This is an optimization exercise on Yosys and OpenROAD, whose aim is small area, a short achievable clock period and few clock cycles, not a production implementation.
The RTL was checked by simulation tests, not by an equivalence proof against the original design.
Power and IR drop assume default switching activity.

== the previous run ==
## s1desc_unit
module s1desc_unit (
    input  wire        clk,
    input  wire        rst,
    input  wire        cmd_valid,
    output wire        cmd_ready,
    input  wire [7:0]  cmd_op,
    input  wire [63:0] cmd_a,
    input  wire [64:0] cmd_b,
    input  wire [63:0] cmd_c,
    input  wire [64:0] cmd_d,
    input  wire [2:0]  cmd_attrs,
    output wire        rsp_valid,
    output wire [3:0]  rsp_status,
    output wire [63:0] rsp_data,
    output wire        mem_req,
    output wire        mem_we,
    output wire [47:0] mem_addr,
    output wire [63:0] mem_wdata,
    input  wire        mem_gnt,
    input  wire [63:0] mem_rdata
);
Size in the first run: ~1900 cells after synthesis, ~160 flip-flops.
==> flow/config.mk <==
export PLATFORM = sky130hd
export DESIGN_NAME = s1desc_unit
export DESIGN_NICKNAME = s1desc_unit
export VERILOG_FILES = /design/flow/design.v
export SDC_FILE = /design/flow/constraint.sdc
export NUM_CORES = 4
export LEC_CHECK = 0
export CAP_MARGIN = 20
export CORE_MARGIN = 2
export CORE_UTILIZATION = 40
export CTS_BUF_LIST = sky130_fd_sc_hd__clkbuf_4 sky130_fd_sc_hd__clkbuf_8
export SLEW_MARGIN = 20
==> flow/constraint.sdc <==
create_clock -name core_clock -period 10.0 [get_ports {clk}]
set_input_delay 2.0000 -clock core_clock [delete_from_list [all_inputs] [get_ports {clk}]]
set_output_delay 2.0000 -clock core_clock [all_outputs]
set_load 0.01 [all_outputs]
standard.sh (not shown) runs the stock make flow with config.mk's settings and CLKGATE_MAP_FILE= SYNTH_SCRIPT=/design/flow/synth_recipe.tcl, a recipe that flattens the netlist after the stock synthesis.
==> flow/flow/run.sh <==
#!/bin/bash
# The standard layout (standard.sh, unchanged synthesis), with two
# changes to how it is built: repair_timing aims for 6.5 ns of setup slack
# against the unchanged 10 ns constraint, and the port buffers that
# buffer_ports inserts use the smallest buffer cell. The whole ORFS output
# goes to flow_standard.log; per-step logs stay under orfs/logs/.
set -euo pipefail
bash standard.sh SETUP_SLACK_MARGIN=6.5 "BUFFER_PORTS_ARGS=-buffer_cell sky130_fd_sc_hd__buf_1" finish > flow_standard.log 2>&1
Looking at the reports, the previous run completed the entire flow and the layout it produced met the timing, design-rule and antenna checks.
Testbench counts of the previous run, summed over its fixed seeds: cycles 27,274.
Modified inputs, the current run compared to the previous run
- changing CTS_BUF_LIST from sky130_fd_sc_hd__clkbuf_4 sky130_fd_sc_hd__clkbuf_8 to sky130_fd_sc_hd__clkbuf_4 sky130_fd_sc_hd__clkbuf_8 sky130_fd_sc_hd__clkbuf_16
Results
- After detailed routing, the previous run needs less wire than the current run.
- Worst setup slack down 0.070 ns in the current run wrt the previous run
- Diff the previous run -> the current run: setup slack on the worst flop-to-flop path rose 0.09 ns, final cell utilization of the core rose 1.2 points, proportion of cell area occupied by multi-input gates fell 0.78 points.
- In the current run the total track usage turned out 0.20 points higher than in the previous run.
- The current run vs the previous run, biggest power consumer among the groups: combinational cells vs registers
- Summary of the current run over the previous run: total power +about 8%, worst hold slack across all endpoints -0.0038 ns.

========
Setup of run A:
s1desc_unit, a different RTL version from the one above (not shown whole).
For scale: roughly 1900 cells after synthesis, about 130 flip-flops, ~520 I/O pins.
clock: 10.0 ns
lec_check: 0
cap_margin: 20
core_margin: 2
core_utilization: 40
cts_buf_list: sky130_fd_sc_hd__clkbuf_4 sky130_fd_sc_hd__clkbuf_8
slew_margin: 20
==> flow/flow/run.sh <==
#!/bin/bash
# The standard layout (standard.sh, unchanged synthesis), with two
# changes to how it is built: repair_timing aims for 6.8 ns of setup slack
# against the unchanged 10 ns constraint, and the port buffers that
# buffer_ports inserts use the smallest buffer cell. The whole ORFS output
# goes to flow_standard.log; per-step logs stay under orfs/logs/.
set -euo pipefail
bash standard.sh SETUP_SLACK_MARGIN=6.8 "BUFFER_PORTS_ARGS=-buffer_cell sky130_fd_sc_hd__buf_1" finish > flow_standard.log 2>&1
Testbench counts of run A, summed over its fixed seeds: cycles 27,274.
For run B, these inputs were changed with respect to run A:
Settings: an added TNS_END_PERCENT of 5.
==> flow/flow/run.sh <==
#!/bin/bash
# The standard layout (standard.sh, unchanged synthesis), with two
# changes to how it is built: repair_timing aims for 6.5 ns of setup slack
# against the unchanged 10 ns constraint, and the port buffers that
# buffer_ports inserts use the smallest buffer cell. The whole ORFS output
# goes to flow_standard.log; per-step logs stay under orfs/logs/.
set -euo pipefail
bash standard.sh SETUP_SLACK_MARGIN=6.5 "BUFFER_PORTS_ARGS=-buffer_cell sky130_fd_sc_hd__buf_1" finish > flow_standard.log 2>&1
Results
- Between run B and run A, the clock-cell share of area figures differ only marginally.
- Run B ended up with cmd_a[18] as its source of the critical timing path; run A ended up with cmd_op[7].
- Comparing run A against run B, there is no change at all in distinct cell type count of the synthesized netlist.
- [run B] critical path depth rose 2 relative to run A
- On number of multi-input logic gates, run B and run A are neck and neck.
- Run B does worse than run A on maximum clock frequency.
[inputs] run C vs run B
Settings: TNS_END_PERCENT no longer set, was 5.
--- outcome ---
Run C ends up with a wire length that is about 0.4% higher than in run B.
Count of unresolved DRC violations after routing came out exactly the same in run C and run B.
Run C vs run B, cell with the biggest individual delay on the critical path: sky130_fd_sc_hd__o31a_1 vs sky130_fd_sc_hd__fa_1
As far as share of synthesized cell area in and, or, nand and nor gates goes, run B and run C are indistinguishable; the numbers are identical.
For run C, the destination of the critical timing path was ap_q[11]$_DFF_P_, unlike run B, where it was q_sz[1]$_DFF_P_.
According to the power report, total power for run C is higher than for run B.
Edits applied to the flow inputs when going from run C to run D:
==> flow/flow/run.sh <==
#!/bin/bash
# The standard layout (standard.sh, unchanged synthesis), with two
# changes to how it is built: repair_timing aims for 6.3 ns of setup slack
# against the unchanged 10 ns constraint, and the port buffers that
# buffer_ports inserts use the smallest buffer cell. The whole ORFS output
# goes to flow_standard.log; per-step logs stay under orfs/logs/.
set -euo pipefail
bash standard.sh SETUP_SLACK_MARGIN=6.3 "BUFFER_PORTS_ARGS=-buffer_cell sky130_fd_sc_hd__buf_1" finish > flow_standard.log 2>&1
Findings:
Run D: no failed stages, no open violations at the end
Every stage of the flow completed for run C, and the final layout passed the timing, design-rule and antenna checks.
Layout overhead on the synthesized area: higher on run C
Fraction of final layout cells with drive strength greater than 1: run D vs run C down 5.1 points
Lower detailed-router iteration count before antenna repair was reported by run D, not run C.
Going from run C to run D, post-route antenna net violation count now sits at about the same level; worst path buffer plus inverter count now sits lower; number of standard cells in the final layout excluding fillers now sits lower.

========
s1desc_unit, a different RTL version from the one above (not shown whole).
Size: about 1,900 cells after synthesis, roughly 130 flip-flops, roughly 520 I/O pins, ~15,000 um^2 of cells after synthesis.
export LEC_CHECK = 0
export CAP_MARGIN = 20
export CORE_MARGIN = 2
export CORE_UTILIZATION = 40
export CTS_BUF_LIST = sky130_fd_sc_hd__clkbuf_4 sky130_fd_sc_hd__clkbuf_8
export SLEW_MARGIN = 20
create_clock -name core_clock -period 10.0 [get_ports {clk}]
==> flow/flow/run.sh <==
#!/bin/bash
# The standard layout (standard.sh, unchanged synthesis), with two
# changes to how it is built: repair_timing aims for 6.6 ns of setup slack
# against the unchanged 10 ns constraint, and the port buffers that
# buffer_ports inserts use the smallest buffer cell. The whole ORFS output
# goes to flow_standard.log; per-step logs stay under orfs/logs/.
set -euo pipefail
bash standard.sh SETUP_SLACK_MARGIN=6.6 "BUFFER_PORTS_ARGS=-buffer_cell sky130_fd_sc_hd__buf_1" finish > flow_standard.log 2>&1
Testbench counts at the start, summed over its fixed seeds: cycles 27,274.
Rerun with:
==> flow/flow/run.sh (replaced) <==
#!/bin/bash
# The standard layout (standard.sh, unchanged synthesis), with two
# changes to how it is built: repair_timing aims for 6.5 ns of setup slack
# against the unchanged 10 ns constraint, and the port buffers that
# buffer_ports inserts use the smallest buffer cell. The whole ORFS output
# goes to flow_standard.log; per-step logs stay under orfs/logs/.
set -euo pipefail
bash standard.sh SETUP_SLACK_MARGIN=6.5 "BUFFER_PORTS_ARGS=-buffer_cell sky130_fd_sc_hd__buf_1" finish > flow_standard.log 2>&1
After rerunning: Routed wire length went down by about 2.2%; total power hardly moves; clock-buffer cell count went down by 3; fmax went up by about 1.6%; clock skew went up by 0.0056 ns.

==> what the ideal ports hide <==
The results above use ideal ports. As a check the final layouts listed here were re-extracted and re-timed, cells and wires unchanged.
Step 1: set_driving_cell puts a clkbuf_16 on clk and a buf_2 on each other input, an assumption about the parent block.
Step 2 also shifts input and output timing later by t, the mid clock arrival at the registers, as if the neighbouring blocks saw the same clock.
Slacks: no drivers / after step 1 / after step 2; pairs: no drivers / after step 1.
run	t (ns)	setup slack, ns	slew at the worst register clock pin (ns)	worst slew at a driven data input, ns
the previous run	0.533	6.431 / 6.435 / 5.902	0.11 / 0.11	0.11
the current run	0.501	6.361 / 6.372 / 5.871	0.08 / 0.08	0.12
run A	0.530	6.583 / 6.593 / 6.064	0.10 / 0.10	0.11
run B	0.499	6.354 / 6.376 / 5.877	0.09 / 0.09	0.10
run C	0.526	6.488 / 6.482 / 5.956	0.11 / 0.11	0.10
run D	0.516	6.324 / 6.346 / 5.831	0.10 / 0.10	0.10
the first run of note 3	0.526	6.466 / 6.479 / 5.954	0.09 / 0.09	0.10
the second run of note 3	0.518	6.521 / 6.504 / 5.986	0.10 / 0.10	0.09
After both steps every run listed still meets setup and hold. For the second run of note 3, which loses most, drivers alone change the setup slack by -0.017 ns; drivers and shift together by -0.535 ns.
